From an optimization exercise on the open Yosys and OpenROAD flow, aimed at small area, a short achievable clock period and few clock cycles per item; shortcuts taken in it are not production practice.
RTL that was checked went through simulation tests only; none was proved equivalent to the original.
Power and IR drop assume default switching activity.

==> umber: inputs <==
==> flow/design.v <==
module thermal_q_enc (
    input  wire        en,          
    input  wire [31:0] temp,
    output wire [8:0]  word,
    output wire        nan
);
    wire        sign = temp[31];
    wire [7:0]  e    = temp[30:23];
    wire [22:0] f    = temp[22:0];
    assign nan = en & (&e) & (|f);
    wire e_gt = e[7] & (|e[6:3] | (e[2] & (e[1] | e[0])));
    wire e_eq = e[7] & ~|e[6:3] & e[2] & ~e[1] & ~e[0];
    wire f_gt = f[22] | (f[21] & |f[20:0]);
    wire above = e_gt | (e_eq & f_gt);
    wire tiny = ~e[7] & ~(&e[6:3] & (e[2] | e[1]));
    wire [23:0] m = {1'b1, f};
    wire [16:2] c;                            
    assign c[2] = 1'b0;
    genvar i;
    generate
        for (i = 2; i < 16; i = i + 1) begin : lo
            assign c[i+1] = (m[i] & m[i-2]) | (c[i] & (m[i] | m[i-2]));
        end
    endgenerate
    wire [10:0] ha = {3'b000, m[23:16]};
    wire [10:0] hb = {1'b0, m[23:14]};
    wire [11:0] hc;
    wire [10:0] s5;
    assign hc[0] = c[16];
    generate
        for (i = 0; i < 11; i = i + 1) begin : hi
            assign s5[i]   = ha[i] ^ hb[i] ^ hc[i];
            assign hc[i+1] = (ha[i] & hb[i]) | (hc[i] & (ha[i] | hb[i]));
        end
    endgenerate
    wire [3:0]  k  = 4'd4 - e[3:0];
    wire [10:0] t1 = k[0] ? {1'b0, s5[10:1]}  : s5;
    wire [10:0] t2 = k[1] ? {2'b0, t1[10:2]}  : t1;
    wire [10:0] t4 = k[2] ? {4'b0, t2[10:4]}  : t2;
    wire [9:0]  t  = k[3] ? {7'b0, t4[10:8]}  : t4[9:0];
    wire [9:0]  ic;
    wire [8:0]  r;
    assign ic[0] = t[0];
    generate
        for (i = 0; i < 9; i = i + 1) begin : inc
            assign r[i]    = t[i+1] ^ ic[i];
            assign ic[i+1] = t[i+1] & ic[i];
        end
    endgenerate
    wire zero = ~en | (&e & |f) | sign | tiny;
    assign word = zero ? 9'd0 : above ? 9'd400 : r;
endmodule
module thermal_q_dec (
    input  wire [15:0] word,
    output wire [30:0] temp         
);
    wire        z8 = ~|word[15:8];
    wire [15:0] x8 = z8 ? {word[7:0], 8'd0} : word;
    wire        z4 = ~|x8[15:12];
    wire [15:0] x4 = z4 ? {x8[11:0], 4'd0} : x8;
    wire        z2 = ~|x4[15:14];
    wire [15:0] x2 = z2 ? {x4[13:0], 2'd0} : x4;
    wire        z1 = ~x2[15];
    wire [15:0] x  = z1 ? {x2[14:0], 1'd0} : x2;
    wire [3:0]  p  = ~{z8, z4, z2, z1};
    wire        nz = x[15];
    wire [2:0]  rc [0:16];
    wire [15:0] qq;
    assign rc[16] = 3'b000;
    genvar j;
    generate
        for (j = 15; j >= 0; j = j - 1) begin : div
            wire [2:0] a = rc[j+1];
            wire       b = x[j];
            assign qq[j]    = a[1] & (a[0] | b);
            assign rc[j][2] = a[0] & ~(~a[2] & a[1] & b) & ~(a[2] & ~b);
            assign rc[j][1] = (~a[2] & a[0]) | (a[2] & ~a[0] & ~b) | (a[0] & b);
            assign rc[j][0] = (~a[2] & b) | (a[1] & ~b);
        end
    endgenerate
    wire [13:0] q = qq[13:0];
    reg  [9:0]  f10;
    reg  [10:0] f11;
    always @* begin
        case (rc[0])
            3'b001:  begin f10 = 10'd205; f11 = 11'd410;  end
            3'b110:  begin f10 = 10'd410; f11 = 11'd819;  end
            3'b111:  begin f10 = 10'd614; f11 = 11'd1229; end
            3'b011:  begin f10 = 10'd819; f11 = 11'd1638; end
            default: begin f10 = 10'd0;   f11 = 11'd0;    end
        endcase
    end
    reg  [7:0]  expo;
    always @* begin
        case ({p, q[13]})
            5'd0:  expo = 8'd123;  5'd1:  expo = 8'd124;
            5'd2:  expo = 8'd124;  5'd3:  expo = 8'd125;
            5'd4:  expo = 8'd125;  5'd5:  expo = 8'd126;
            5'd6:  expo = 8'd126;  5'd7:  expo = 8'd127;
            5'd8:  expo = 8'd127;  5'd9:  expo = 8'd128;
            5'd10: expo = 8'd128;  5'd11: expo = 8'd129;
            5'd12: expo = 8'd129;  5'd13: expo = 8'd130;
            5'd14: expo = 8'd130;  5'd15: expo = 8'd131;
            5'd16: expo = 8'd131;  5'd17: expo = 8'd132;
            5'd18: expo = 8'd132;  5'd19: expo = 8'd133;
            5'd20: expo = 8'd133;  5'd21: expo = 8'd134;
            5'd22: expo = 8'd134;  5'd23: expo = 8'd135;
            5'd24: expo = 8'd135;  5'd25: expo = 8'd136;
            5'd26: expo = 8'd136;  5'd27: expo = 8'd137;
            5'd28: expo = 8'd137;  5'd29: expo = 8'd138;
            5'd30: expo = 8'd138;  default: expo = 8'd139;
        endcase
    end
    wire [22:0] mant = q[13] ? {q[12:0], f10} : {q[11:0], f11};
    assign temp = {expo & {8{nz}}, mant};
endmodule
module thermal_quant (
    input  wire        clk,
    input  wire        rst,           
    input  wire        in_valid,
    output wire        in_ready,
    input  wire        in_op,         
    input  wire [31:0] in_data,       
    output wire        out_valid,
    input  wire        out_ready,
    output wire [31:0] out_data,      
    output wire        out_nan        
);
    reg        skd_free, cmd_valid, rsp_valid;    
    reg [32:0] skd, cmd;              
    reg [28:0] rsp_data;              
    reg        rsp_nan;
    wire [8:0]  enc_word;
    wire        enc_nan;
    wire [30:0] dec_temp;
    thermal_q_enc u_enc (
        .en   (!cmd[32]),
        .temp (cmd[31:0]),
        .word (enc_word),
        .nan  (enc_nan)
    );
    thermal_q_dec u_dec (
        .word (cmd[15:0] & {16{cmd[32]}}),
        .temp (dec_temp)
    );
    wire   skd_valid = !skd_free;
    assign in_ready = skd_free;
    wire   accept   = in_valid && skd_free;
    wire   ld_rsp   = !rsp_valid || out_ready;
    wire   ld_cmd   = !cmd_valid || ld_rsp;
    always @(posedge clk) begin
        if (rst) begin
            skd_free  <= 1'b1;
            cmd_valid <= 1'b0;
            rsp_valid <= 1'b0;
        end else begin
            if (ld_rsp)
                rsp_valid <= cmd_valid;
            if (ld_cmd)
                cmd_valid <= skd_valid || accept;
            skd_free  <= ld_cmd || (skd_free && !accept);
        end
    end
    always @(posedge clk) begin
        if (skd_free)
            skd <= {in_op, in_data};
        if (ld_cmd)
            cmd <= skd_valid ? skd : {in_op, in_data};
        if (ld_rsp) begin
            rsp_data <= {dec_temp[30:29], dec_temp[26:0] | {18'd0, enc_word}};
            rsp_nan  <= enc_nan;
        end
    end
    assign out_valid = rsp_valid;
    assign out_data  = {1'b0, rsp_data[28:27], {2{rsp_data[27]}}, rsp_data[26:0]};
    assign out_nan   = rsp_nan;
endmodule
==> flow/flow/run.sh <==
#!/bin/bash
# Layout flow: the standard synthesis, the same synthesis with an area-oriented
# ABC script (used when its registers match the standard synthesis's exactly),
# then the standard layout with plain buf_1 buffers on the ports.
set -euo pipefail
W=$PWD
R=results/sky130hd/thermal_quant/base

# 1. The standard synthesis: the reference for the registers.
bash standard.sh "WORK_HOME=$W/orfs_ref" synth > synth_ref.log 2>&1

# 2. The same synthesis with flow/area.abc as ABC's script.
NET=$W/orfs_ref/$R/1_2_yosys.v
if MY_ABC_SCRIPT=$W/flow/area.abc bash standard.sh "WORK_HOME=$W/orfs_area" \
     "SYNTH_SCRIPT=$W/flow/synth.tcl" synth > synth_area.log 2>&1; then
  regs() { grep -oE '^ *sky130_fd_sc_hd__[a-z0-9_]*df[a-z0-9_]* [^ ]+' "$1" | sed 's/^ *//; s/_[0-9]* / /' | sort; }
  regs "$NET" > regs_ref.txt
  regs "$W/orfs_area/$R/1_2_yosys.v" > regs_area.txt
  if cmp -s regs_ref.txt regs_area.txt && [ -s regs_ref.txt ]; then
    NET=$W/orfs_area/$R/1_2_yosys.v
  fi
fi
echo "netlist: $NET" > netlist_used.txt

# 3. The standard layout of that netlist.
bash standard.sh "SYNTH_NETLIST_FILES=$NET" \
  "BUFFER_PORTS_ARGS=-buffer_cell sky130_fd_sc_hd__buf_1" \
  "SETUP_SLACK_MARGIN=${MARGIN:-34.9}" finish > layout.log 2>&1
==> flow/flow/area.abc <==
strash
&get -n
&deepsyn -I 4 -J 50
&put
strash
&get -n
&dch -f
&nf -p -R 1000
&put
==> flow/flow/synth.tcl <==
# The standard synthesis script (synth_recipe.tcl), with ABC's mapping script
# replaced by flow/area.abc (an area-oriented mapping).
proc synth {args} { yosys synth -nofsm -noshare {*}$args }
proc abc {args} {
  set i [lsearch -exact $args -script]
  if {$i >= 0} { lset args [expr {$i + 1}] $::env(MY_ABC_SCRIPT) }
  yosys abc {*}$args
}
source $::env(SCRIPTS_DIR)/synth.tcl
# left out here: clear keep_hierarchy, flatten, clean up, hide names made inside functions, write 1_2_yosys.v
==> flow/standard.sh <==
#!/bin/bash
# synth_recipe.tcl (not shown) runs the flow's synth.tcl, then flattens the netlist and writes it again
# the make line also repeats each setting of config.mk as NAME=value (left out here)
make -C /OpenROAD-flow-scripts/flow DESIGN_CONFIG=/design/flow/config.mk WORK_HOME=/design/flow/orfs CLKGATE_MAP_FILE= SYNTH_SCRIPT=/design/flow/synth_recipe.tcl "${@:-finish}"
==> flow/config.mk <==
export PLATFORM = sky130hd
export DESIGN_NAME = thermal_quant
export DESIGN_NICKNAME = thermal_quant
export VERILOG_FILES = /design/flow/design.v
export SDC_FILE = /design/flow/constraint.sdc
export NUM_CORES = 4
export LEC_CHECK = 0
export ABC_AREA = 1
export CAP_MARGIN = 20
export CORE_MARGIN = 2
export CORE_UTILIZATION = 40
export CTS_BUF_LIST = sky130_fd_sc_hd__clkbuf_8
export SLEW_MARGIN = 20
==> flow/constraint.sdc <==
create_clock -name core_clock -period 45.0 [get_ports {clk}]
set_input_delay 9.0000 -clock core_clock [delete_from_list [all_inputs] [get_ports {clk}]]
set_output_delay 9.0000 -clock core_clock [all_outputs]
set_load 0.01 [all_outputs]
==> inputs of sierra, as changes to umber <==
==> flow/design.v, changed modules only <==
module thermal_q_dec (
    input  wire [15:0] word,
    output wire [30:0] temp         
);
    wire        one = (word[15:1] == 15'd0) & word[0];
    wire        nz  = |word;
    wire [15:0] w   = {word[15:2], word[1] | one, word[0] & ~one};
    wire [2:0]  rc [0:16];
    wire [15:0] qq;
    assign rc[16] = 3'b000;
    genvar j;
    generate
        for (j = 15; j >= 0; j = j - 1) begin : div
            wire [2:0] a = rc[j+1];
            wire       b = w[j];
            assign qq[j]    = a[1] & (a[0] | b);
            assign rc[j][2] = a[0] & ~(~a[2] & a[1] & b) & ~(a[2] & ~b);
            assign rc[j][1] = (~a[2] & a[0]) | (a[2] & ~a[0] & ~b) | (a[0] & b);
            assign rc[j][0] = (~a[2] & b) | (a[1] & ~b);
        end
    endgenerate
    wire [13:0] q = qq[13:0];       
    wire [2:0]  r = rc[0];
    reg  [3:0]  pb;                 
    always @* begin
        case (r)
            3'b001:  pb = 4'b0011;
            3'b110:  pb = 4'b0110;
            3'b111:  pb = 4'b1001;
            3'b011:  pb = 4'b1100;
            default: pb = 4'b0000;
        endcase
    end
    wire        z8 = ~|q[13:6];
    wire [13:0] qa = z8 ? {q[5:0], pb, pb} : q;
    wire        z4 = ~|qa[13:10];
    wire [13:0] qb = z4 ? {qa[9:0], pb} : qa;
    wire        z2 = ~|qb[13:12];
    wire [13:0] qc = z2 ? {qb[11:0], pb[3:2]} : qb;
    wire        z1 = ~qc[13];
    wire [13:0] qn = z1 ? {qc[12:0], z2 ? pb[1] : pb[3]} : qc;
    reg  [9:0]  f;
    always @* begin
        case ({r, z2, z1})
            {3'b001, 2'd0}, {3'b110, 2'd3}, {3'b111, 2'd1}, {3'b011, 2'd2}: f = 10'd205;
            {3'b001, 2'd1}, {3'b110, 2'd0}, {3'b111, 2'd2}, {3'b011, 2'd3}: f = 10'd410;
            {3'b001, 2'd3}, {3'b110, 2'd2}, {3'b111, 2'd0}, {3'b011, 2'd1}: f = 10'd614;
            {3'b001, 2'd2}, {3'b110, 2'd1}, {3'b111, 2'd3}, {3'b011, 2'd0}: f = 10'd819;
            default: f = 10'd0;
        endcase
    end
    wire [3:0]  s    = {z8, z4, z2, z1};
    reg  [7:0]  expo;
    always @* begin
        case (s)
            4'd0: expo = 8'd139;
            4'd1: expo = 8'd138;
            4'd2: expo = 8'd137;
            4'd3: expo = 8'd136;
            4'd4: expo = 8'd135;
            4'd5: expo = 8'd134;
            4'd6: expo = 8'd133;
            4'd7: expo = 8'd132;
            4'd8: expo = 8'd131;
            4'd9: expo = 8'd130;
            4'd10: expo = 8'd129;
            4'd11: expo = 8'd128;
            4'd12: expo = 8'd127;
            4'd13: expo = 8'd126;
            4'd14: expo = 8'd125;
            4'd15: expo = 8'd124;
        endcase
        if (one) expo = 8'd123;
    end
    assign temp = {expo & {8{nz}}, qn[12:0], f};
endmodule
module thermal_quant (
    input  wire        clk,
    input  wire        rst,           
    input  wire        in_valid,
    output wire        in_ready,
    input  wire        in_op,         
    input  wire [31:0] in_data,       
    output wire        out_valid,
    input  wire        out_ready,
    output wire [31:0] out_data,      
    output wire        out_nan        
);
    reg        skd_free, cmd_valid, rsp_valid;    
    reg [32:0] skd, cmd;              
    reg [30:0] rsp_data;
    reg        rsp_nan;
    wire [8:0]  enc_word;
    wire        enc_nan;
    wire [30:0] dec_temp;
    thermal_q_enc u_enc (
        .en   (!cmd[32]),
        .temp (cmd[31:0]),
        .word (enc_word),
        .nan  (enc_nan)
    );
    thermal_q_dec u_dec (
        .word (cmd[15:0] & {16{cmd[32]}}),
        .temp (dec_temp)
    );
    wire   skd_valid = !skd_free;
    assign in_ready = skd_free;
    wire   accept   = in_valid && skd_free;
    wire   ld_rsp   = !rsp_valid || out_ready;
    wire   ld_cmd   = !cmd_valid || ld_rsp;
    always @(posedge clk) begin
        if (rst) begin
            skd_free  <= 1'b1;
            cmd_valid <= 1'b0;
            rsp_valid <= 1'b0;
        end else begin
            if (ld_rsp)
                rsp_valid <= cmd_valid;
            if (ld_cmd)
                cmd_valid <= skd_valid || accept;
            skd_free  <= ld_cmd || (skd_free && !accept);
        end
    end
    always @(posedge clk) begin
        if (skd_free)
            skd <= {in_op, in_data};
        if (ld_cmd)
            cmd <= skd_valid ? skd : {in_op, in_data};
        if (ld_rsp) begin
            rsp_data <= dec_temp | {22'd0, enc_word};
            rsp_nan  <= enc_nan;
        end
    end
    assign out_valid = rsp_valid;
    assign out_data  = {1'b0, rsp_data};
    assign out_nan   = rsp_nan;
endmodule
--- a/flow/config.mk
+++ b/flow/config.mk
@@ -9,5 +9,5 @@
 export CAP_MARGIN = 20
 export CORE_MARGIN = 2
 export CORE_UTILIZATION = 40
-export CTS_BUF_LIST = sky130_fd_sc_hd__clkbuf_8
+export CTS_BUF_LIST = sky130_fd_sc_hd__clkbuf_2 sky130_fd_sc_hd__clkbuf_4 sky130_fd_sc_hd__clkbuf_8
 export SLEW_MARGIN = 20
==> comparison <==
- sierra passed the timing, DRC and antenna checks. umber finished with timing, DRC and antenna clean.
- Flip-flop and latch count is the same in sierra and umber.
- Design area: sierra is lower than umber (about 1%).
- Against sierra, the via count of umber is lower by about 1.3%.
- Sequential power: sierra is lower than umber (about 10%).
- Of sierra and umber, umber has the higher clock power (gap about 17%, measured against umber).
- Of sierra and umber, sierra has the higher routed wire length (gap 0.85%, measured against umber).
- In sierra the maximum frequency is larger than in umber, by about 0.26%.
- Between sierra and umber, the lower die area is in umber (gap about 1.3%, measured against umber).
- Between sierra and umber, the lower final cell count is in umber (gap about 0.9%, measured against umber).
- Total power: umber is higher than sierra (about 60%).
- Against umber, the sequential share of layout area of sierra is higher by 0.41 points.
Testbench counts of sierra, summed over its fixed seeds: cycles 12,304, items 12,288.
The RTL of umber was laid out without a check of its function.

========
==> inputs of v24 <==
RTL: one of the versions met above, not the one the previous note started from.
Settings: LEC_CHECK=0, ABC_AREA=1, CAP_MARGIN=20, CORE_MARGIN=2, CORE_UTILIZATION=40, CTS_BUF_LIST=sky130_fd_sc_hd__clkbuf_4 sky130_fd_sc_hd__clkbuf_8, SLEW_MARGIN=20; clock period 45.0 ns.
standard.sh (not shown) runs the stock make flow with config.mk's settings and CLKGATE_MAP_FILE= SYNTH_SCRIPT=/design/flow/synth_recipe.tcl, a recipe that flattens the netlist after the stock synthesis.
==> flow/flow/run.sh <==
#!/bin/bash
# Layout flow: the standard synthesis, the same synthesis with an area-oriented
# ABC script (used when its registers match the standard synthesis's exactly),
# then the standard layout with plain buf_1 buffers on the ports.
set -euo pipefail
W=$PWD
R=results/sky130hd/thermal_quant/base

# 1. The standard synthesis: the reference for the registers.
bash standard.sh "WORK_HOME=$W/orfs_ref" synth > synth_ref.log 2>&1

# 2. The same synthesis with flow/area.abc as ABC's script.
NET=$W/orfs_ref/$R/1_2_yosys.v
if MY_ABC_SCRIPT=$W/flow/area.abc bash standard.sh "WORK_HOME=$W/orfs_area" \
     "SYNTH_SCRIPT=$W/flow/synth.tcl" synth > synth_area.log 2>&1; then
  regs() { grep -oE '^ *sky130_fd_sc_hd__[a-z0-9_]*df[a-z0-9_]* [^ ]+' "$1" | sed 's/^ *//; s/_[0-9]* / /' | sort; }
  regs "$NET" > regs_ref.txt
  regs "$W/orfs_area/$R/1_2_yosys.v" > regs_area.txt
  if cmp -s regs_ref.txt regs_area.txt && [ -s regs_ref.txt ]; then
    NET=$W/orfs_area/$R/1_2_yosys.v
  fi
fi
echo "netlist: $NET" > netlist_used.txt

# 3. The standard layout of that netlist.
bash standard.sh "SYNTH_NETLIST_FILES=$NET" \
  "BUFFER_PORTS_ARGS=-buffer_cell sky130_fd_sc_hd__buf_1" \
  "SETUP_SLACK_MARGIN=${MARGIN:-34.9}" finish > layout.log 2>&1
==> flow/flow/area.abc <==
strash
&get -n
&deepsyn -I 4 -J 50
&put
strash
&get -n
&dch -f
&nf -p -R 1000
&put
==> flow/flow/synth.tcl <==
# The standard synthesis script (synth_recipe.tcl), with ABC's mapping script
# replaced by flow/area.abc (an area-oriented mapping).
proc synth {args} { yosys synth -nofsm -noshare {*}$args }
proc abc {args} {
  set i [lsearch -exact $args -script]
  if {$i >= 0} { lset args [expr {$i + 1}] $::env(MY_ABC_SCRIPT) }
  yosys abc {*}$args
}
source $::env(SCRIPTS_DIR)/synth.tcl
# left out here: clear keep_hierarchy, flatten, clean up, hide names made inside functions, write 1_2_yosys.v
==> v10: changes against v24 <==
--- a/flow/flow/run.sh
+++ b/flow/flow/run.sh
@@ -2,5 +2,6 @@
 # Layout flow: the standard synthesis, the same synthesis with an area-oriented
 # ABC script (used when its registers match the standard synthesis's exactly),
-# then the standard layout with plain buf_1 buffers on the ports.
+# then the standard layout with plain buf_1 buffers on the ports. The area
+# synthesis leaves adders to ABC (no full/half-adder cells).
 set -euo pipefail
 W=$PWD
@@ -13,5 +14,5 @@
 NET=$W/orfs_ref/$R/1_2_yosys.v
 if MY_ABC_SCRIPT=$W/flow/area.abc bash standard.sh "WORK_HOME=$W/orfs_area" \
-     "SYNTH_SCRIPT=$W/flow/synth.tcl" synth > synth_area.log 2>&1; then
+     "SYNTH_SCRIPT=$W/flow/synth.tcl" "ADDER_MAP_FILE=" synth > synth_area.log 2>&1; then
   regs() { grep -oE '^ *sky130_fd_sc_hd__[a-z0-9_]*df[a-z0-9_]* [^ ]+' "$1" | sed 's/^ *//; s/_[0-9]* / /' | sort; }
   regs "$NET" > regs_ref.txt
==> flow/flow/area.abc (replaced) <==
strash
&get -n
&deepsyn -I 4 -J 50
&put
strash
&get -n
&dch -f
&nf -p -R 1000
&put
strash
&get -n
&dch -f
&nf -p -R 1000
&put
strash
&get -n
&dch -f
&nf -p -R 1000
&put
CORE_UTILIZATION = 70   (was 40)
CTS_BUF_LIST = sky130_fd_sc_hd__clkbuf_8   (was sky130_fd_sc_hd__clkbuf_4 sky130_fd_sc_hd__clkbuf_8)
==> v11: changes against v24 <==
--- a/flow/flow/run.sh
+++ b/flow/flow/run.sh
@@ -2,5 +2,6 @@
 # Layout flow: the standard synthesis, the same synthesis with an area-oriented
 # ABC script (used when its registers match the standard synthesis's exactly),
-# then the standard layout with plain buf_1 buffers on the ports.
+# then the standard layout with plain buf_1 buffers on the ports. The area
+# synthesis leaves adders to ABC (no full/half-adder cells).
 set -euo pipefail
 W=$PWD
@@ -13,5 +14,5 @@
 NET=$W/orfs_ref/$R/1_2_yosys.v
 if MY_ABC_SCRIPT=$W/flow/area.abc bash standard.sh "WORK_HOME=$W/orfs_area" \
-     "SYNTH_SCRIPT=$W/flow/synth.tcl" synth > synth_area.log 2>&1; then
+     "SYNTH_SCRIPT=$W/flow/synth.tcl" "ADDER_MAP_FILE=" synth > synth_area.log 2>&1; then
   regs() { grep -oE '^ *sky130_fd_sc_hd__[a-z0-9_]*df[a-z0-9_]* [^ ]+' "$1" | sed 's/^ *//; s/_[0-9]* / /' | sort; }
   regs "$NET" > regs_ref.txt
==> flow/flow/area.abc (replaced) <==
strash
&get -n
&deepsyn -I 4 -J 50
&put
strash
&get -n
&dch -f
&nf -p -R 1000
&put
strash
&get -n
&dch -f
&nf -p -R 1000
&put
strash
&get -n
&dch -f
&nf -p -R 1000
&put
CORE_UTILIZATION = 60   (was 40)
CTS_BUF_LIST = sky130_fd_sc_hd__clkbuf_8   (was sky130_fd_sc_hd__clkbuf_4 sky130_fd_sc_hd__clkbuf_8)
==> notes <==
Die area, lowest first: v10, v11, v24. The highest register-to-register slack belongs to v24, the lowest to v10. In v11 the synthesized area is smaller than in v24, by about 3.2%. Of v24 and v11, v11 has the higher sequential power (gap about 4%, measured against v11). In v24 the first-iteration DRC count is smaller than in v10, by 20%. Clock power: v11 > v10 > v24. In critical path depth, v24 and v10 do not differ. v11 finished with timing, DRC and antenna clean. v10 went through all stages and came out clean. v24 finished clean. In v11 the via count is lower than in v10, by 4.1%. The highest count of clock-buffer cells in the layout belongs to v24, the lowest to v11.
==> figures <==
| item | v10 | v24 | v11 |
|---|---|---|---|
| Fraction of standard cell area in multi-input logic | 44.5% | 44.2% | 44.2% |
| Leakage power | 2.24 nW | 2.34 nW | 2.25 nW |
| Combined area of the multi-input logic cells | 0.00262 mm^2 | 0.00272 mm^2 | 0.00262 mm^2 |
| Standard-cell row count | 31 | 42 | 34 |
| Least-Margin Pin Slew | 0.631 ns | 0.565 ns | 0.788 ns |
| Share of total power consumed by net switching | 39.4% | 34.9% | 39.4% |
| Reg-to-reg critical path endpoint | rsp_data[4] | rsp_data[5] | rsp_data[8] |
| Aggregate global-route resource usage | 30.3% | 15.6% | 23.9% |
| Part of the power in the clock network | 17.5% | 19.1% | 18.5% |
| Path depth of the worst reg2reg path | 46 | 44 | 46 |
| Switching power | 0.000127 W | 0.0000941 W | 0.000127 W |
| Post-layout minimum cycle time | 10.11 ns | 9.95 ns | 10.02 ns |
| Worst EP required | 44.96 ns | 44.97 ns | 44.95 ns |
| Share of layout cells above drive strength 1 | 4.05% | 3.88% | 4.05% |
| Proportion of power drawn by combinational gates | 43.0% | 35.3% | 42.0% |
| Run status | complete, no violations | complete, no violations | complete, no violations |
| Sink of the worst hold path | skd[6] | skd[2] | skd[24] |
| Ratio of final minimum period to clock period | 22.5% | 22.1% | 22.3% |
| Clock transition at the register clock pins on the worst setup and hold paths after CTS | 0.10 ns | 0.09 ns | 0.12 ns |
Testbench counts of v24, summed over its fixed seeds: cycles 12,304, items 12,288.
Testbench counts of v10, summed over its fixed seeds: cycles 12,304, items 12,288.
Testbench counts of v11, summed over its fixed seeds: cycles 12,304, items 12,288.

what the ideal ports hide:
Ports are ideal in the flow. The routed layouts listed here were re-timed in OpenROAD.
Step 1: set_driving_cell puts a clkbuf_16 on clk and a buf_2 on each other input, an assumption about the parent block.
Step 2 times the ports against the registers' clock, not the clock port: input delays grow and output delays shrink by t, the midpoint of the rising clock arrivals with the driver on.
Three values: ideal, step 1, step 2; two values: the first two.
| run | shift t [ns] | slack for setup (ns) | worst slew at a driven data input, ns |
|---|---|---|---|
| umber | 0.401 | 35.026 / 34.994 / 34.663 | 0.04 |
| sierra | 0.412 | 35.051 / 35.037 / 34.652 | 0.03 |
| v24 | 0.412 | 35.051 / 35.037 / 34.652 | 0.03 |
| v10 | 0.396 | 34.892 / 34.904 / 34.509 | 0.05 |
| v11 | 0.391 | 34.979 / 34.989 / 34.598 | 0.04 |
After both steps setup and hold are still met in every run listed.
